From an optimization exercise on the open Yosys and OpenROAD flow, aimed at small area and a short achievable clock period; shortcuts taken in it are not production practice. The RTL of this run was laid out without a check of its function. Power is estimated from default activity; no workload was simulated.

--- flow/design.v ---
module zre_mono (
    input  wire        clk,
    input  wire        rst,
    input  wire        start,
    input  wire [6:0]  black,
    input  wire        skip,
    input  wire [15:0] width,
    input  wire        pix_valid,
    input  wire [7:0]  pix_r,
    input  wire [7:0]  pix_g,
    input  wire [7:0]  pix_b,
    input  wire [7:0]  pix_a,
    input  wire        pix_last,
    output reg         dark_valid,
    output reg         dark,
    output reg         res_valid,
    output wire        res_err,
    output reg  [15:0] box_x,
    output reg  [15:0] box_y,
    output reg  [15:0] box_w,
    output reg  [15:0] box_h
);
    reg  [6:0]  cfg_p;
    reg         cfg_err;
    reg         cfg_skip;
    reg  [15:0] cfg_w;
    always @(posedge clk) begin
        if (start) begin
            cfg_p    <= (black == 7'd0) ? 7'd50 : black;
            cfg_err  <= (black > 7'd99);
            cfg_skip <= skip;
            cfg_w    <= width;
        end
    end
    wire [6:0] cfg_pn = ~cfg_p;
    assign res_err = cfg_err;
    reg        s0_v, s0_last;
    reg [7:0]  s0_r, s0_g, s0_b, s0_a;
    always @(posedge clk) begin
        s0_v    <= pix_valid & ~rst;
        s0_last <= pix_last;
        s0_r    <= pix_r;
        s0_g    <= pix_g;
        s0_b    <= pix_b;
        s0_a    <= pix_a;
    end
    wire [7:0] s0_rn = ~s0_r;
    wire [7:0] s0_gn = ~s0_g;
    wire [7:0] s0_bn = ~s0_b;
    reg        s1_v, s1_last, s1_ok;
    reg [6:0]  s1_a;
    reg [16:0] s1_d;
    wire [16:0] pp0 = s1_a[0] ? s1_d : 17'd0;
    wire [16:0] pp1 = s1_a[1] ? s1_d : 17'd0;
    wire [16:0] pp2 = s1_a[2] ? s1_d : 17'd0;
    wire [16:0] pp3 = s1_a[3] ? s1_d : 17'd0;
    wire [16:0] pp4 = s1_a[4] ? s1_d : 17'd0;
    wire [16:0] pp5 = s1_a[5] ? s1_d : 17'd0;
    wire [16:0] pp6 = s1_a[6] ? s1_d : 17'd0;
    wire d_1 = 1'b1 ^ s0_r[2];
    wire d_2 = 1'b1 & s0_r[2];
    wire d_3 = 1'b1 ^ s0_r[3] ^ s0_g[2];
    wire d_4 = (1'b1 & s0_r[3]) | (s0_g[2] & (1'b1 ^ s0_r[3]));
    wire d_5 = 1'b1 ^ s0_rn[0] ^ s0_r[4];
    wire d_6 = (1'b1 & s0_rn[0]) | (s0_r[4] & (1'b1 ^ s0_rn[0]));
    wire d_7 = s0_g[3] ^ s0_g[5];
    wire d_8 = s0_g[3] & s0_g[5];
    wire d_9 = s0_rn[1] ^ s0_r[5] ^ s0_gn[0];
    wire d_10 = (s0_rn[1] & s0_r[5]) | (s0_gn[0] & (s0_rn[1] ^ s0_r[5]));
    wire d_11 = s0_g[4] ^ s0_g[6] ^ s0_bn[3];
    wire d_12 = (s0_g[4] & s0_g[6]) | (s0_bn[3] & (s0_g[4] ^ s0_g[6]));
    wire d_13 = s0_rn[2] ^ s0_r[6] ^ s0_gn[1];
    wire d_14 = (s0_rn[2] & s0_r[6]) | (s0_gn[1] & (s0_rn[2] ^ s0_r[6]));
    wire d_15 = s0_g[5] ^ s0_g[7] ^ s0_bn[4];
    wire d_16 = (s0_g[5] & s0_g[7]) | (s0_bn[4] & (s0_g[5] ^ s0_g[7]));
    wire d_17 = s0_rn[3] ^ s0_r[7] ^ s0_gn[2];
    wire d_18 = (s0_rn[3] & s0_r[7]) | (s0_gn[2] & (s0_rn[3] ^ s0_r[7]));
    wire d_19 = 1'b1 ^ s0_r[0];
    wire d_20 = 1'b1 & s0_r[0];
    wire d_21 = 1'b1 ^ s0_r[1] ^ s0_g[0];
    wire d_22 = (1'b1 & s0_r[1]) | (s0_g[0] & (1'b1 ^ s0_r[1]));
    wire d_23 = s0_g[2] ^ s0_bn[1];
    wire d_24 = s0_g[2] & s0_bn[1];
    wire d_25 = d_1 ^ s0_g[1] ^ s0_g[3];
    wire d_26 = (d_1 & s0_g[1]) | (s0_g[3] & (d_1 ^ s0_g[1]));
    wire d_27 = s0_bn[0] ^ s0_bn[2] ^ s0_bn[3];
    wire d_28 = (s0_bn[0] & s0_bn[2]) | (s0_bn[3] & (s0_bn[0] ^ s0_bn[2]));
    wire d_29 = d_2 ^ d_3 ^ s0_g[4];
    wire d_30 = (d_2 & d_3) | (s0_g[4] & (d_2 ^ d_3));
    wire d_31 = s0_bn[1] ^ s0_bn[3] ^ s0_bn[4];
    wire d_32 = (s0_bn[1] & s0_bn[3]) | (s0_bn[4] & (s0_bn[1] ^ s0_bn[3]));
    wire d_33 = d_4 ^ d_5 ^ d_7;
    wire d_34 = (d_4 & d_5) | (d_7 & (d_4 ^ d_5));
    wire d_35 = s0_bn[2] ^ s0_bn[4] ^ s0_bn[5];
    wire d_36 = (s0_bn[2] & s0_bn[4]) | (s0_bn[5] & (s0_bn[2] ^ s0_bn[4]));
    wire d_37 = d_6 ^ d_8 ^ d_9;
    wire d_38 = (d_6 & d_8) | (d_9 & (d_6 ^ d_8));
    wire d_39 = d_11 ^ s0_bn[5] ^ s0_bn[6];
    wire d_40 = (d_11 & s0_bn[5]) | (s0_bn[6] & (d_11 ^ s0_bn[5]));
    wire d_41 = d_10 ^ d_12 ^ d_13;
    wire d_42 = (d_10 & d_12) | (d_13 & (d_10 ^ d_12));
    wire d_43 = d_15 ^ s0_bn[6] ^ s0_bn[7];
    wire d_44 = (d_15 & s0_bn[6]) | (s0_bn[7] & (d_15 ^ s0_bn[6]));
    wire d_45 = d_14 ^ d_16 ^ d_17;
    wire d_46 = (d_14 & d_16) | (d_17 & (d_14 ^ d_16));
    wire d_47 = s0_g[6] ^ s0_bn[5] ^ s0_bn[7];
    wire d_48 = (s0_g[6] & s0_bn[5]) | (s0_bn[7] & (s0_g[6] ^ s0_bn[5]));
    wire d_49 = d_18 ^ s0_rn[4] ^ s0_gn[3];
    wire d_50 = (d_18 & s0_rn[4]) | (s0_gn[3] & (d_18 ^ s0_rn[4]));
    wire d_51 = s0_g[7] ^ s0_bn[6];
    wire d_52 = s0_g[7] & s0_bn[6];
    wire d_53 = s0_rn[5] ^ s0_gn[4];
    wire d_54 = s0_rn[5] & s0_gn[4];
    wire d_55 = d_19 ^ s0_g[1];
    wire d_56 = d_19 & s0_g[1];
    wire d_57 = d_20 ^ d_21 ^ d_23;
    wire d_58 = (d_20 & d_21) | (d_23 & (d_20 ^ d_21));
    wire d_59 = d_22 ^ d_24 ^ d_25;
    wire d_60 = (d_22 & d_24) | (d_25 & (d_22 ^ d_24));
    wire d_61 = d_26 ^ d_28 ^ d_29;
    wire d_62 = (d_26 & d_28) | (d_29 & (d_26 ^ d_28));
    wire d_63 = d_30 ^ d_32 ^ d_33;
    wire d_64 = (d_30 & d_32) | (d_33 & (d_30 ^ d_32));
    wire d_65 = d_34 ^ d_36 ^ d_37;
    wire d_66 = (d_34 & d_36) | (d_37 & (d_34 ^ d_36));
    wire d_67 = d_38 ^ d_40 ^ d_41;
    wire d_68 = (d_38 & d_40) | (d_41 & (d_38 ^ d_40));
    wire d_69 = d_42 ^ d_44 ^ d_45;
    wire d_70 = (d_42 & d_44) | (d_45 & (d_42 ^ d_44));
    wire d_71 = d_46 ^ d_48 ^ d_49;
    wire d_72 = (d_46 & d_48) | (d_49 & (d_46 ^ d_48));
    wire d_73 = d_50 ^ d_52 ^ d_53;
    wire d_74 = (d_50 & d_52) | (d_53 & (d_50 ^ d_52));
    wire d_75 = d_54 ^ s0_rn[6];
    wire d_76 = d_54 & s0_rn[6];
    wire d_77 = 1'b1 ^ s0_g[0];
    wire d_78 = 1'b1 & s0_g[0];
    wire d_79 = d_55 ^ s0_bn[0] ^ s0_bn[1];
    wire d_80 = (d_55 & s0_bn[0]) | (s0_bn[1] & (d_55 ^ s0_bn[0]));
    wire d_81 = d_56 ^ d_57 ^ s0_bn[2];
    wire d_82 = (d_56 & d_57) | (s0_bn[2] & (d_56 ^ d_57));
    wire d_83 = d_58 ^ d_59 ^ d_27;
    wire d_84 = (d_58 & d_59) | (d_27 & (d_58 ^ d_59));
    wire d_85 = d_60 ^ d_61 ^ d_31;
    wire d_86 = (d_60 & d_61) | (d_31 & (d_60 ^ d_61));
    wire d_87 = d_62 ^ d_63 ^ d_35;
    wire d_88 = (d_62 & d_63) | (d_35 & (d_62 ^ d_63));
    wire d_89 = d_64 ^ d_65 ^ d_39;
    wire d_90 = (d_64 & d_65) | (d_39 & (d_64 ^ d_65));
    wire d_91 = d_66 ^ d_67 ^ d_43;
    wire d_92 = (d_66 & d_67) | (d_43 & (d_66 ^ d_67));
    wire d_93 = d_68 ^ d_69 ^ d_47;
    wire d_94 = (d_68 & d_69) | (d_47 & (d_68 ^ d_69));
    wire d_95 = d_70 ^ d_71 ^ d_51;
    wire d_96 = (d_70 & d_71) | (d_51 & (d_70 ^ d_71));
    wire d_97 = d_72 ^ d_73 ^ s0_bn[7];
    wire d_98 = (d_72 & d_73) | (s0_bn[7] & (d_72 ^ d_73));
    wire d_99 = d_74 ^ d_75 ^ s0_gn[5];
    wire d_100 = (d_74 & d_75) | (s0_gn[5] & (d_74 ^ d_75));
    wire d_101 = d_76 ^ s0_rn[7] ^ s0_gn[6];
    wire d_102 = (d_76 & s0_rn[7]) | (s0_gn[6] & (d_76 ^ s0_rn[7]));
    wire [16:0] d_r0 = {1'b0, 1'b1, 1'b1, d_102, d_100, d_98, d_96, d_94, d_92, d_90, d_88, d_86, d_84, d_82, d_80, d_78, d_77};
    wire [16:0] d_r1 = {1'b0, 1'b0, 1'b0, s0_gn[7], d_101, d_99, d_97, d_95, d_93, d_91, d_89, d_87, d_85, d_83, d_81, d_79, s0_bn[0]};
    wire [16:0] d_sum = d_r0 + d_r1;
    wire m_1 = 1'b1 ^ pp0[11];
    wire m_2 = 1'b1 & pp0[11];
    wire m_3 = 1'b1 ^ pp0[12] ^ pp1[11];
    wire m_4 = (1'b1 & pp0[12]) | (pp1[11] & (1'b1 ^ pp0[12]));
    wire m_5 = pp0[13] ^ pp1[12];
    wire m_6 = pp0[13] & pp1[12];
    wire m_7 = 1'b1 ^ pp0[14] ^ pp1[13];
    wire m_8 = (1'b1 & pp0[14]) | (pp1[13] & (1'b1 ^ pp0[14]));
    wire m_9 = pp0[15] ^ pp1[14];
    wire m_10 = pp0[15] & pp1[14];
    wire m_11 = 1'b1 ^ pp0[16] ^ pp1[15];
    wire m_12 = (1'b1 & pp0[16]) | (pp1[15] & (1'b1 ^ pp0[16]));
    wire m_13 = 1'b1 ^ pp0[4];
    wire m_14 = 1'b1 & pp0[4];
    wire m_15 = pp0[5] ^ pp1[4] ^ pp2[3];
    wire m_16 = (pp0[5] & pp1[4]) | (pp2[3] & (pp0[5] ^ pp1[4]));
    wire m_17 = 1'b1 ^ pp0[6] ^ pp1[5];
    wire m_18 = (1'b1 & pp0[6]) | (pp1[5] & (1'b1 ^ pp0[6]));
    wire m_19 = pp2[4] ^ pp3[3] ^ pp4[2];
    wire m_20 = (pp2[4] & pp3[3]) | (pp4[2] & (pp2[4] ^ pp3[3]));
    wire m_21 = 1'b1 ^ pp0[7] ^ pp1[6];
    wire m_22 = (1'b1 & pp0[7]) | (pp1[6] & (1'b1 ^ pp0[7]));
    wire m_23 = pp2[5] ^ pp3[4] ^ pp4[3];
    wire m_24 = (pp2[5] & pp3[4]) | (pp4[3] & (pp2[5] ^ pp3[4]));
    wire m_25 = pp5[2] ^ pp6[1];
    wire m_26 = pp5[2] & pp6[1];
    wire m_27 = pp0[8] ^ pp1[7] ^ pp2[6];
    wire m_28 = (pp0[8] & pp1[7]) | (pp2[6] & (pp0[8] ^ pp1[7]));
    wire m_29 = pp3[5] ^ pp4[4] ^ pp5[3];
    wire m_30 = (pp3[5] & pp4[4]) | (pp5[3] & (pp3[5] ^ pp4[4]));
    wire m_31 = pp6[2] ^ s1_d[1];
    wire m_32 = pp6[2] & s1_d[1];
    wire m_33 = pp0[9] ^ pp1[8] ^ pp2[7];
    wire m_34 = (pp0[9] & pp1[8]) | (pp2[7] & (pp0[9] ^ pp1[8]));
    wire m_35 = pp3[6] ^ pp4[5] ^ pp5[4];
    wire m_36 = (pp3[6] & pp4[5]) | (pp5[4] & (pp3[6] ^ pp4[5]));
    wire m_37 = pp6[3] ^ s1_d[2] ^ cfg_pn[0];
    wire m_38 = (pp6[3] & s1_d[2]) | (cfg_pn[0] & (pp6[3] ^ s1_d[2]));
    wire m_39 = pp0[10] ^ pp1[9] ^ pp2[8];
    wire m_40 = (pp0[10] & pp1[9]) | (pp2[8] & (pp0[10] ^ pp1[9]));
    wire m_41 = pp3[7] ^ pp4[6] ^ pp5[5];
    wire m_42 = (pp3[7] & pp4[6]) | (pp5[5] & (pp3[7] ^ pp4[6]));
    wire m_43 = pp6[4] ^ s1_d[3] ^ cfg_pn[1];
    wire m_44 = (pp6[4] & s1_d[3]) | (cfg_pn[1] & (pp6[4] ^ s1_d[3]));
    wire m_45 = m_1 ^ pp1[10] ^ pp2[9];
    wire m_46 = (m_1 & pp1[10]) | (pp2[9] & (m_1 ^ pp1[10]));
    wire m_47 = pp3[8] ^ pp4[7] ^ pp5[6];
    wire m_48 = (pp3[8] & pp4[7]) | (pp5[6] & (pp3[8] ^ pp4[7]));
    wire m_49 = pp6[5] ^ s1_d[4] ^ cfg_pn[2];
    wire m_50 = (pp6[5] & s1_d[4]) | (cfg_pn[2] & (pp6[5] ^ s1_d[4]));
    wire m_51 = m_2 ^ m_3 ^ pp2[10];
    wire m_52 = (m_2 & m_3) | (pp2[10] & (m_2 ^ m_3));
    wire m_53 = pp3[9] ^ pp4[8] ^ pp5[7];
    wire m_54 = (pp3[9] & pp4[8]) | (pp5[7] & (pp3[9] ^ pp4[8]));
    wire m_55 = pp6[6] ^ s1_d[5] ^ cfg_pn[3];
    wire m_56 = (pp6[6] & s1_d[5]) | (cfg_pn[3] & (pp6[6] ^ s1_d[5]));
    wire m_57 = m_4 ^ m_5 ^ pp2[11];
    wire m_58 = (m_4 & m_5) | (pp2[11] & (m_4 ^ m_5));
    wire m_59 = pp3[10] ^ pp4[9] ^ pp5[8];
    wire m_60 = (pp3[10] & pp4[9]) | (pp5[8] & (pp3[10] ^ pp4[9]));
    wire m_61 = pp6[7] ^ s1_d[6] ^ cfg_pn[4];
    wire m_62 = (pp6[7] & s1_d[6]) | (cfg_pn[4] & (pp6[7] ^ s1_d[6]));
    wire m_63 = m_6 ^ m_7 ^ pp2[12];
    wire m_64 = (m_6 & m_7) | (pp2[12] & (m_6 ^ m_7));
    wire m_65 = pp3[11] ^ pp4[10] ^ pp5[9];
    wire m_66 = (pp3[11] & pp4[10]) | (pp5[9] & (pp3[11] ^ pp4[10]));
    wire m_67 = pp6[8] ^ s1_d[7] ^ cfg_pn[5];
    wire m_68 = (pp6[8] & s1_d[7]) | (cfg_pn[5] & (pp6[8] ^ s1_d[7]));
    wire m_69 = m_8 ^ m_9 ^ pp2[13];
    wire m_70 = (m_8 & m_9) | (pp2[13] & (m_8 ^ m_9));
    wire m_71 = pp3[12] ^ pp4[11] ^ pp5[10];
    wire m_72 = (pp3[12] & pp4[11]) | (pp5[10] & (pp3[12] ^ pp4[11]));
    wire m_73 = pp6[9] ^ s1_d[8] ^ cfg_pn[6];
    wire m_74 = (pp6[9] & s1_d[8]) | (cfg_pn[6] & (pp6[9] ^ s1_d[8]));
    wire m_75 = m_10 ^ m_11 ^ pp2[14];
    wire m_76 = (m_10 & m_11) | (pp2[14] & (m_10 ^ m_11));
    wire m_77 = pp3[13] ^ pp4[12] ^ pp5[11];
    wire m_78 = (pp3[13] & pp4[12]) | (pp5[11] & (pp3[13] ^ pp4[12]));
    wire m_79 = pp6[10] ^ s1_d[9] ^ cfg_p[0];
    wire m_80 = (pp6[10] & s1_d[9]) | (cfg_p[0] & (pp6[10] ^ s1_d[9]));
    wire m_81 = m_12 ^ pp1[16] ^ pp2[15];
    wire m_82 = (m_12 & pp1[16]) | (pp2[15] & (m_12 ^ pp1[16]));
    wire m_83 = pp3[14] ^ pp4[13] ^ pp5[12];
    wire m_84 = (pp3[14] & pp4[13]) | (pp5[12] & (pp3[14] ^ pp4[13]));
    wire m_85 = pp6[11] ^ s1_d[10] ^ cfg_p[1];
    wire m_86 = (pp6[11] & s1_d[10]) | (cfg_p[1] & (pp6[11] ^ s1_d[10]));
    wire m_87 = 1'b1 ^ pp2[16] ^ pp3[15];
    wire m_88 = (1'b1 & pp2[16]) | (pp3[15] & (1'b1 ^ pp2[16]));
    wire m_89 = pp4[14] ^ pp5[13] ^ pp6[12];
    wire m_90 = (pp4[14] & pp5[13]) | (pp6[12] & (pp4[14] ^ pp5[13]));
    wire m_91 = s1_d[11] ^ cfg_p[2];
    wire m_92 = s1_d[11] & cfg_p[2];
    wire m_93 = pp3[16] ^ pp4[15] ^ pp5[14];
    wire m_94 = (pp3[16] & pp4[15]) | (pp5[14] & (pp3[16] ^ pp4[15]));
    wire m_95 = pp6[13] ^ s1_d[12];
    wire m_96 = pp6[13] & s1_d[12];
    wire m_97 = 1'b1 ^ pp4[16] ^ pp5[15];
    wire m_98 = (1'b1 & pp4[16]) | (pp5[15] & (1'b1 ^ pp4[16]));
    wire m_99 = 1'b1 ^ pp0[2];
    wire m_100 = 1'b1 & pp0[2];
    wire m_101 = pp0[3] ^ pp1[2] ^ pp2[1];
    wire m_102 = (pp0[3] & pp1[2]) | (pp2[1] & (pp0[3] ^ pp1[2]));
    wire m_103 = m_13 ^ pp1[3] ^ pp2[2];
    wire m_104 = (m_13 & pp1[3]) | (pp2[2] & (m_13 ^ pp1[3]));
    wire m_105 = pp3[1] ^ pp4[0];
    wire m_106 = pp3[1] & pp4[0];
    wire m_107 = m_14 ^ m_15 ^ pp3[2];
    wire m_108 = (m_14 & m_15) | (pp3[2] & (m_14 ^ m_15));
    wire m_109 = pp4[1] ^ pp5[0] ^ cfg_p[5];
    wire m_110 = (pp4[1] & pp5[0]) | (cfg_p[5] & (pp4[1] ^ pp5[0]));
    wire m_111 = m_16 ^ m_17 ^ m_19;
    wire m_112 = (m_16 & m_17) | (m_19 & (m_16 ^ m_17));
    wire m_113 = pp5[1] ^ pp6[0] ^ cfg_p[6];
    wire m_114 = (pp5[1] & pp6[0]) | (cfg_p[6] & (pp5[1] ^ pp6[0]));
    wire m_115 = m_18 ^ m_20 ^ m_21;
    wire m_116 = (m_18 & m_20) | (m_21 & (m_18 ^ m_20));
    wire m_117 = m_23 ^ m_25 ^ s1_d[0];
    wire m_118 = (m_23 & m_25) | (s1_d[0] & (m_23 ^ m_25));
    wire m_119 = m_22 ^ m_24 ^ m_26;
    wire m_120 = (m_22 & m_24) | (m_26 & (m_22 ^ m_24));
    wire m_121 = m_27 ^ m_29 ^ m_31;
    wire m_122 = (m_27 & m_29) | (m_31 & (m_27 ^ m_29));
    wire m_123 = m_28 ^ m_30 ^ m_32;
    wire m_124 = (m_28 & m_30) | (m_32 & (m_28 ^ m_30));
    wire m_125 = m_33 ^ m_35 ^ m_37;
    wire m_126 = (m_33 & m_35) | (m_37 & (m_33 ^ m_35));
    wire m_127 = m_34 ^ m_36 ^ m_38;
    wire m_128 = (m_34 & m_36) | (m_38 & (m_34 ^ m_36));
    wire m_129 = m_39 ^ m_41 ^ m_43;
    wire m_130 = (m_39 & m_41) | (m_43 & (m_39 ^ m_41));
    wire m_131 = m_40 ^ m_42 ^ m_44;
    wire m_132 = (m_40 & m_42) | (m_44 & (m_40 ^ m_42));
    wire m_133 = m_45 ^ m_47 ^ m_49;
    wire m_134 = (m_45 & m_47) | (m_49 & (m_45 ^ m_47));
    wire m_135 = m_46 ^ m_48 ^ m_50;
    wire m_136 = (m_46 & m_48) | (m_50 & (m_46 ^ m_48));
    wire m_137 = m_51 ^ m_53 ^ m_55;
    wire m_138 = (m_51 & m_53) | (m_55 & (m_51 ^ m_53));
    wire m_139 = m_52 ^ m_54 ^ m_56;
    wire m_140 = (m_52 & m_54) | (m_56 & (m_52 ^ m_54));
    wire m_141 = m_57 ^ m_59 ^ m_61;
    wire m_142 = (m_57 & m_59) | (m_61 & (m_57 ^ m_59));
    wire m_143 = m_58 ^ m_60 ^ m_62;
    wire m_144 = (m_58 & m_60) | (m_62 & (m_58 ^ m_60));
    wire m_145 = m_63 ^ m_65 ^ m_67;
    wire m_146 = (m_63 & m_65) | (m_67 & (m_63 ^ m_65));
    wire m_147 = m_64 ^ m_66 ^ m_68;
    wire m_148 = (m_64 & m_66) | (m_68 & (m_64 ^ m_66));
    wire m_149 = m_69 ^ m_71 ^ m_73;
    wire m_150 = (m_69 & m_71) | (m_73 & (m_69 ^ m_71));
    wire m_151 = m_70 ^ m_72 ^ m_74;
    wire m_152 = (m_70 & m_72) | (m_74 & (m_70 ^ m_72));
    wire m_153 = m_75 ^ m_77 ^ m_79;
    wire m_154 = (m_75 & m_77) | (m_79 & (m_75 ^ m_77));
    wire m_155 = m_76 ^ m_78 ^ m_80;
    wire m_156 = (m_76 & m_78) | (m_80 & (m_76 ^ m_78));
    wire m_157 = m_81 ^ m_83 ^ m_85;
    wire m_158 = (m_81 & m_83) | (m_85 & (m_81 ^ m_83));
    wire m_159 = m_82 ^ m_84 ^ m_86;
    wire m_160 = (m_82 & m_84) | (m_86 & (m_82 ^ m_84));
    wire m_161 = m_87 ^ m_89 ^ m_91;
    wire m_162 = (m_87 & m_89) | (m_91 & (m_87 ^ m_89));
    wire m_163 = m_88 ^ m_90 ^ m_92;
    wire m_164 = (m_88 & m_90) | (m_92 & (m_88 ^ m_90));
    wire m_165 = m_93 ^ m_95 ^ cfg_p[3];
    wire m_166 = (m_93 & m_95) | (cfg_p[3] & (m_93 ^ m_95));
    wire m_167 = m_94 ^ m_96 ^ m_97;
    wire m_168 = (m_94 & m_96) | (m_97 & (m_94 ^ m_96));
    wire m_169 = pp6[14] ^ s1_d[13] ^ cfg_p[4];
    wire m_170 = (pp6[14] & s1_d[13]) | (cfg_p[4] & (pp6[14] ^ s1_d[13]));
    wire m_171 = m_98 ^ pp5[16] ^ pp6[15];
    wire m_172 = (m_98 & pp5[16]) | (pp6[15] & (m_98 ^ pp5[16]));
    wire m_173 = s1_d[14] ^ cfg_p[5];
    wire m_174 = s1_d[14] & cfg_p[5];
    wire m_175 = 1'b1 ^ pp6[16] ^ s1_d[15];
    wire m_176 = (1'b1 & pp6[16]) | (s1_d[15] & (1'b1 ^ pp6[16]));
    wire m_177 = m_99 ^ pp1[1];
    wire m_178 = m_99 & pp1[1];
    wire m_179 = m_100 ^ m_101 ^ pp3[0];
    wire m_180 = (m_100 & m_101) | (pp3[0] & (m_100 ^ m_101));
    wire m_181 = m_102 ^ m_103 ^ m_105;
    wire m_182 = (m_102 & m_103) | (m_105 & (m_102 ^ m_103));
    wire m_183 = m_104 ^ m_106 ^ m_107;
    wire m_184 = (m_104 & m_106) | (m_107 & (m_104 ^ m_106));
    wire m_185 = m_108 ^ m_110 ^ m_111;
    wire m_186 = (m_108 & m_110) | (m_111 & (m_108 ^ m_110));
    wire m_187 = m_112 ^ m_114 ^ m_115;
    wire m_188 = (m_112 & m_114) | (m_115 & (m_112 ^ m_114));
    wire m_189 = m_116 ^ m_118 ^ m_119;
    wire m_190 = (m_116 & m_118) | (m_119 & (m_116 ^ m_118));
    wire m_191 = m_120 ^ m_122 ^ m_123;
    wire m_192 = (m_120 & m_122) | (m_123 & (m_120 ^ m_122));
    wire m_193 = m_124 ^ m_126 ^ m_127;
    wire m_194 = (m_124 & m_126) | (m_127 & (m_124 ^ m_126));
    wire m_195 = m_128 ^ m_130 ^ m_131;
    wire m_196 = (m_128 & m_130) | (m_131 & (m_128 ^ m_130));
    wire m_197 = m_132 ^ m_134 ^ m_135;
    wire m_198 = (m_132 & m_134) | (m_135 & (m_132 ^ m_134));
    wire m_199 = m_136 ^ m_138 ^ m_139;
    wire m_200 = (m_136 & m_138) | (m_139 & (m_136 ^ m_138));
    wire m_201 = m_140 ^ m_142 ^ m_143;
    wire m_202 = (m_140 & m_142) | (m_143 & (m_140 ^ m_142));
    wire m_203 = m_144 ^ m_146 ^ m_147;
    wire m_204 = (m_144 & m_146) | (m_147 & (m_144 ^ m_146));
    wire m_205 = m_148 ^ m_150 ^ m_151;
    wire m_206 = (m_148 & m_150) | (m_151 & (m_148 ^ m_150));
    wire m_207 = m_152 ^ m_154 ^ m_155;
    wire m_208 = (m_152 & m_154) | (m_155 & (m_152 ^ m_154));
    wire m_209 = m_156 ^ m_158 ^ m_159;
    wire m_210 = (m_156 & m_158) | (m_159 & (m_156 ^ m_158));
    wire m_211 = m_160 ^ m_162 ^ m_163;
    wire m_212 = (m_160 & m_162) | (m_163 & (m_160 ^ m_162));
    wire m_213 = m_164 ^ m_166 ^ m_167;
    wire m_214 = (m_164 & m_166) | (m_167 & (m_164 ^ m_166));
    wire m_215 = m_168 ^ m_170 ^ m_171;
    wire m_216 = (m_168 & m_170) | (m_171 & (m_168 ^ m_170));
    wire m_217 = m_172 ^ m_174 ^ m_175;
    wire m_218 = (m_172 & m_174) | (m_175 & (m_172 ^ m_174));
    wire m_219 = 1'b1 ^ m_176;
    wire m_220 = 1'b1 & m_176;
    wire m_221 = pp0[1] ^ pp1[0];
    wire m_222 = pp0[1] & pp1[0];
    wire m_223 = m_177 ^ pp2[0] ^ cfg_p[2];
    wire m_224 = (m_177 & pp2[0]) | (cfg_p[2] & (m_177 ^ pp2[0]));
    wire m_225 = m_178 ^ m_179 ^ cfg_p[3];
    wire m_226 = (m_178 & m_179) | (cfg_p[3] & (m_178 ^ m_179));
    wire m_227 = m_180 ^ m_181 ^ cfg_p[4];
    wire m_228 = (m_180 & m_181) | (cfg_p[4] & (m_180 ^ m_181));
    wire m_229 = m_182 ^ m_183 ^ m_109;
    wire m_230 = (m_182 & m_183) | (m_109 & (m_182 ^ m_183));
    wire m_231 = m_184 ^ m_185 ^ m_113;
    wire m_232 = (m_184 & m_185) | (m_113 & (m_184 ^ m_185));
    wire m_233 = m_186 ^ m_187 ^ m_117;
    wire m_234 = (m_186 & m_187) | (m_117 & (m_186 ^ m_187));
    wire m_235 = m_188 ^ m_189 ^ m_121;
    wire m_236 = (m_188 & m_189) | (m_121 & (m_188 ^ m_189));
    wire m_237 = m_190 ^ m_191 ^ m_125;
    wire m_238 = (m_190 & m_191) | (m_125 & (m_190 ^ m_191));
    wire m_239 = m_192 ^ m_193 ^ m_129;
    wire m_240 = (m_192 & m_193) | (m_129 & (m_192 ^ m_193));
    wire m_241 = m_194 ^ m_195 ^ m_133;
    wire m_242 = (m_194 & m_195) | (m_133 & (m_194 ^ m_195));
    wire m_243 = m_196 ^ m_197 ^ m_137;
    wire m_244 = (m_196 & m_197) | (m_137 & (m_196 ^ m_197));
    wire m_245 = m_198 ^ m_199 ^ m_141;
    wire m_246 = (m_198 & m_199) | (m_141 & (m_198 ^ m_199));
    wire m_247 = m_200 ^ m_201 ^ m_145;
    wire m_248 = (m_200 & m_201) | (m_145 & (m_200 ^ m_201));
    wire m_249 = m_202 ^ m_203 ^ m_149;
    wire m_250 = (m_202 & m_203) | (m_149 & (m_202 ^ m_203));
    wire m_251 = m_204 ^ m_205 ^ m_153;
    wire m_252 = (m_204 & m_205) | (m_153 & (m_204 ^ m_205));
    wire m_253 = m_206 ^ m_207 ^ m_157;
    wire m_254 = (m_206 & m_207) | (m_157 & (m_206 ^ m_207));
    wire m_255 = m_208 ^ m_209 ^ m_161;
    wire m_256 = (m_208 & m_209) | (m_161 & (m_208 ^ m_209));
    wire m_257 = m_210 ^ m_211 ^ m_165;
    wire m_258 = (m_210 & m_211) | (m_165 & (m_210 ^ m_211));
    wire m_259 = m_212 ^ m_213 ^ m_169;
    wire m_260 = (m_212 & m_213) | (m_169 & (m_212 ^ m_213));
    wire m_261 = m_214 ^ m_215 ^ m_173;
    wire m_262 = (m_214 & m_215) | (m_173 & (m_214 ^ m_215));
    wire m_263 = m_216 ^ m_217 ^ cfg_p[6];
    wire m_264 = (m_216 & m_217) | (cfg_p[6] & (m_216 ^ m_217));
    wire m_265 = m_218 ^ m_219 ^ s1_d[16];
    wire m_266 = (m_218 & m_219) | (s1_d[16] & (m_218 ^ m_219));
    wire [24:0] m_r0 = {m_266, m_264, m_262, m_260, m_258, m_256, m_254, m_252, m_250, m_248, m_246, m_244, m_242, m_240, m_238, m_236, m_234, m_232, m_230, m_228, m_226, m_224, m_222, m_221, pp0[0]};
    wire [24:0] m_r1 = {m_220, m_265, m_263, m_261, m_259, m_257, m_255, m_253, m_251, m_249, m_247, m_245, m_243, m_241, m_239, m_237, m_235, m_233, m_231, m_229, m_227, m_225, m_223, cfg_p[1], cfg_p[0]};
    wire [25:0] m_sum = {1'b0, m_r0} + {1'b0, m_r1};
    wire m_ge = m_sum[25];
    always @(posedge clk) begin
        s1_v    <= s0_v & ~rst;
        s1_last <= s0_last;
        s1_ok   <= s0_a[7];
        s1_a    <= s0_a[6:0];
        s1_d    <= d_sum;
    end
    reg s2_last;
    always @(posedge clk) begin
        dark_valid <= s1_v & ~rst;
        s2_last    <= s1_last;
        dark       <= m_ge & s1_ok & ~cfg_err;
    end
    reg  [15:0] x, yc;
    reg         found, rb, past, fin;
    wire        dk      = dark & ~cfg_skip;
    wire [15:0] x_inc   = x + 16'd1;
    wire        wrap    = (x_inc == cfg_w);
    wire        eq_min  = (x == box_x);
    wire        eq_mx   = (x == box_w);
    wire        upd_min = dk & (~found | ~rb);
    wire        upd_max = dk & (~found | past | eq_mx);
    always @(posedge clk) begin
        fin       <= dark_valid & s2_last & ~rst;
        res_valid <= fin & ~rst;
        if (start) begin
            x     <= 16'd0;
            yc    <= 16'd0;
            found <= 1'b0;
            rb    <= 1'b0;
            past  <= 1'b0;
            box_x <= 16'd0;
            box_y <= 16'd0;
            box_w <= 16'd0;
            box_h <= 16'd0;
        end else if (dark_valid) begin
            x     <= wrap ? 16'd0 : x_inc;
            rb    <= ~wrap & (rb | eq_min | upd_min);
            past  <= ~wrap & (past | eq_mx);
            found <= found | dk;
            if (upd_min) box_x <= x;
            if (upd_max) box_w <= x_inc;
            if (dk & ~found) begin
                box_y <= yc;
                box_h <= 16'd1;
                yc    <= wrap ? 16'd2 : 16'd1;
            end else begin
                if (dk) box_h <= yc;
                if (wrap) yc <= yc + 16'd1;
            end
        end else if (fin) begin
            if (cfg_skip & ~cfg_err) begin
                box_w <= cfg_w;
                box_h <= yc;
            end else if (found) begin
                box_w <= box_w - box_x;
            end
        end
    end
endmodule
--- flow/constraint.sdc ---
create_clock -name core_clock -period 13.0 [get_ports {clk}]
set_input_delay 2.6000 -clock core_clock [delete_from_list [all_inputs] [get_ports {clk}]]
set_output_delay 2.6000 -clock core_clock [all_outputs]
set_load 0.01 [all_outputs]
--- flow/config.mk ---
export PLATFORM = sky130hd
export DESIGN_NAME = zre_mono
export DESIGN_NICKNAME = zre_mono
export VERILOG_FILES = /design/flow/design.v
export SDC_FILE = /design/flow/constraint.sdc
export NUM_CORES = 4
export LEC_CHECK = 0
export CAP_MARGIN = 20
export CORE_MARGIN = 2
export CORE_UTILIZATION = 40
export PLACE_DENSITY = 0.6
export SLEW_MARGIN = 20
--- flow/run.sh ---
#!/bin/bash
# synth_recipe.tcl (not shown) runs the flow's synth.tcl, then flattens the netlist and writes it again
# the make line also repeats each setting of config.mk as NAME=value (left out here)
make -C /OpenROAD-flow-scripts/flow DESIGN_CONFIG=/design/flow/config.mk WORK_HOME=/design/flow/orfs CLKGATE_MAP_FILE= SYNTH_SCRIPT=/design/flow/synth_recipe.tcl finish
==> summary.md <==
| Metric | Value |
|---|---|
| Hold buffers post-CTS | 0 |
| Final hold viol count | 0 |
| Worst Tran Pin Value | 1.027 ns |
| Setup Skew | 0.01370 ns |
| Worst Hold Depth | 0 |
| Post-route antenna net violation count | 0 |
| Worst-case clock buffer depth | 2 |
| Flops & latches, synth | 190 |
| Peak VDD IR | 0.0002433 V |
| F_max | 217.9 MHz |
| Gpl congestion | 0.8662 |
| PnR worst setup slack | 8.412 ns |
| Clk Tree Root Cell | clkbuf_16 |
| Crit Path Class | reg -> reg |
| Synth warnings | 1 |
| Gr ovfl total | 0 |
| Most common cell on crit path | fa_1 |
| Setup WS pre-CTS | 8.393 ns |
| Status | no timing/DRC/antenna violations |
| Dpl cells | 2091 |
| Worst EP arrival | 4.93 ns |
| Routed WL | 35060 um |
| Number of I/O pins | 129 |
| Vias in the first global route | 11167 |
| Share of cells above drive strength 1 | 3.369% |
| R2r worst-path depth | 17 |
| Die Span Y | 192.7 um |
| Max-cap violation count | 0 |
| Initial antenna violation count | 1 |
| Detailed Place HPWL | 26950 um |
| Hold_ws | 0.3198 ns |
| Insertion delay to the later sink of the worst-skew pair | 0.46 ns |
| Drt pass-1 iters | 5 |
| Core region area | 35310 um2 |
| Synthesized cell area | 14240 um2 |
| Fin nets | 1944 |
| CP cell instances | nand2_1 > ha_1 > fa_1 > fa_1 > inv_1 > fa_1 > inv_1 > fa_1 > inv_1 > ha_1 > a21o_1 > a21oi_1 > nor2b_1 > o211ai_1 > a31oi_1 > nor2_1 > a21oi_1 |
| CP startpoint kind | flop |
| PwrDens | 239.3 nW/um2 |
| Syn-to-layout area delta | 15.28% |
| Most common cell after layout, fill and taps aside | inv_1 |
| Tot Pwr | 3.929 mW |
| Initial Util | 40.34% |
| Vias per cell | 5.068 |
| CP max stage cell | dfxtp_1 |
| Total CTS buffers | 17 |
| Number of port buffers | 128 |
| Count of cell types in the netlist | 73 |
| First-pass GRT wire length | 58370 um |
| Final setup TNS | 0 ns |
| DIE AREA | 37140 um2 |
| Avg WL per Cell | 16.51 um |
| Htree depth | 4 |
| Setup violations, final | 0 |
| Pin count of the biggest net entering global routing | 68 |
| GRT Total Usage | 20.17% |
| Post-Syn Instances | 1570 |
| Final Critical Period | 4.588 ns |
| Unrepaired setup endpoints after global routing | no |
| Hold WC Path Type | reg -> reg |
| Seq/Total Area, Yosys | 28.46% |
| CTS sink count | 190 |
| Static leakage | 7.141 nW |
| Mapped Nets | 1865 |
| Routed via count | 10760 |
| Avg Cell Area, Syn | 9.072 um2 |
| CTS tree | built |
| Non-filler cells, final | 2123 |
| Setup repair bufs after CTS | 0 |
| Drt first-iter violations | 741 |
| Most frequent cells in the layout | inv_1 (272), nand2_1 (187), dfxtp_1 (164), fa_1 (152), clkdlybuf4s50_1 (127) |
| Rows | 69 |
| Crit. End Element | flop |
| Final Max Tran Viols | 0 |
| Post_cts resized | 0 |
| Post-synth ARST share | 0% |
| Clock slew at reported path FFs | 0.07 ns |
| N_diodes | 0 |
| Post-synth EDFFs | 25 |
| Top_reg_cell synth | dfxtp_1 |
| Slew headroom | 31.54% |
| Critical Path RT | 13.34 ns |
| Worst-path maximum fanout | 17 |
| Post-route DRC | 0 |
| Slowest stage delay, CP | 0.77 ns |
| Tcrit/Tclk final | 35.30% |
| Chip width | 192.7 um |
[worst paths after layout]
kind / from / endpoint / slack [ns]
min reg2reg: s0_a[5]$_DFF_P_ / s1_a[5]$_DFF_P_ / 0.32
min: s0_a[5]$_DFF_P_ / s1_a[5]$_DFF_P_ / 0.32
max reg2reg: s1_a[0]$_DFF_P_ / dark$_DFF_P_ / 8.41
max: s1_a[0]$_DFF_P_ / dark$_DFF_P_ / 8.41
[cells by family (layout without fill, tap and decap cells)]
| kind of cell | Yosys count | count (layout) | synth area share, % |
|---|---|---|---|
| multiplexers | 19 | 19 | 1.335 |
| buffers and inverters | 347 | 439 | 9.566 |
| adder cells (fa/ha/maj) | 234 | 234 | 28.57 |
| AND/OR/NAND/NOR | 484 | 484 | 16.70 |
| flip-flops | 190 | 190 | 28.46 |
| XOR/XNOR | 94 | 94 | 6.079 |
| AO/OA/AOI/OAI | 202 | 202 | 9.294 |
[synthesized netlist by cell type, drive strengths merged (16+ instances only)]
library cell,instances,area [um2]
a21oi,70,350.3
and2,31,193.9
o21ai,27,135.1
nand2,188,708.2
edfxtp,25,750.7
xor2,38,332.8
mux2i,19,190.2
inv,272,1021
nor3,45,246.5
ha,82,1026
clkbuf,54,202.7
nand3,28,165.2
buf,21,138.9
nand4,22,167.7
nor2,90,342.8
xnor2,53,464.2
fa,152,3043
dfxtp,165,3303
nand2b,16,100.1
[worst max-delay path, delay by kind of cell (launching register included)]
| family | cells | cell delay, ns |
|---|---|---|
| flops | 1 | 0.77 |
| compound gates | 5 | 0.65 |
| buf+inv | 3 | 0.15 |
| simple gates | 3 | 0.35 |
| fa+ha+maj | 6 | 2.55 |
[stage by stage]
step,instance area [um2],util [%]
2_1_floorplan,14240,-
3_3_place_gp,15810,44.78
3_5_place_dp,15810,44.78
4_1_cts,16410,46.49
5_1_grt,16420,46.50
6_report,16420,46.50
[per-layer routing]
| layer | GRT usage [%] | vias to the layer above | wire length, um |
|---|---|---|---|
| met4 | 5.813 | 0 | 595 |
| met3 | 3.655 | 37 | 1677 |
| met1 | 27.51 | 5241 | 16530 |
| met5 | 0 | - | 0 |
| li1 | - | 5217 | - |
| met2 | 32.69 | 265 | 16250 |
[registers in the layout, indices dropped and copies added (netlist names), 7 cells and up]
name   cells
s1_d      17
s0_b       8
s0_g       8
x         16
box_y     16
box_x     16
box_w     16
s0_r       8
cfg_w     16
box_h     16
s1_a       7
s0_a       8
cfg_p      7
yc        16
[power breakdown]
group          internal [mW]  switching [mW]
Clock                  0.309           0.242
Sequential             0.643          0.0896
Combinational           1.17            1.47
[final cells by class]
cell class	count	area, um2
Inverter	272	1021
Timing Repair Buffer	135	1331
Fill cell	3366	18890
Clock buffer	19	442.9
Tap cell	461	576.8
Multi-Input combinational cell	1033	8833
Clock inverter	13	160.2
Sequential cell	190	4055

## port drivers added, routing unchanged
How much do the figures lean on ideal ports? The routed layout below was timed once more, with nothing changed but the port constraints.
Step 1, drivers: a clkbuf_16 drives clk and a buf_2 each remaining input, both assumed.
Step 2, shift: input delay + t, output delay - t, t = (earliest + latest rising clock arrival at the registers) / 2. This alone moves slack from input paths to output paths.
a / b / c = ideal ports / drivers / drivers and shift; a / b = the first two.
shift t [ns]: 0.502
setup slack, ns: 8.412 / 8.412 / 8.412
hold WS [ns]: 0.320 / 0.320 / 0.320
worst register clock-pin slew, ns: 0.08 / 0.08
worst data-port slew with drivers (ns): 0.07
After both steps setup and hold are still met in this run. For this run, drivers alone change the setup slack by 0.000 ns; drivers and shift together by 0.000 ns.
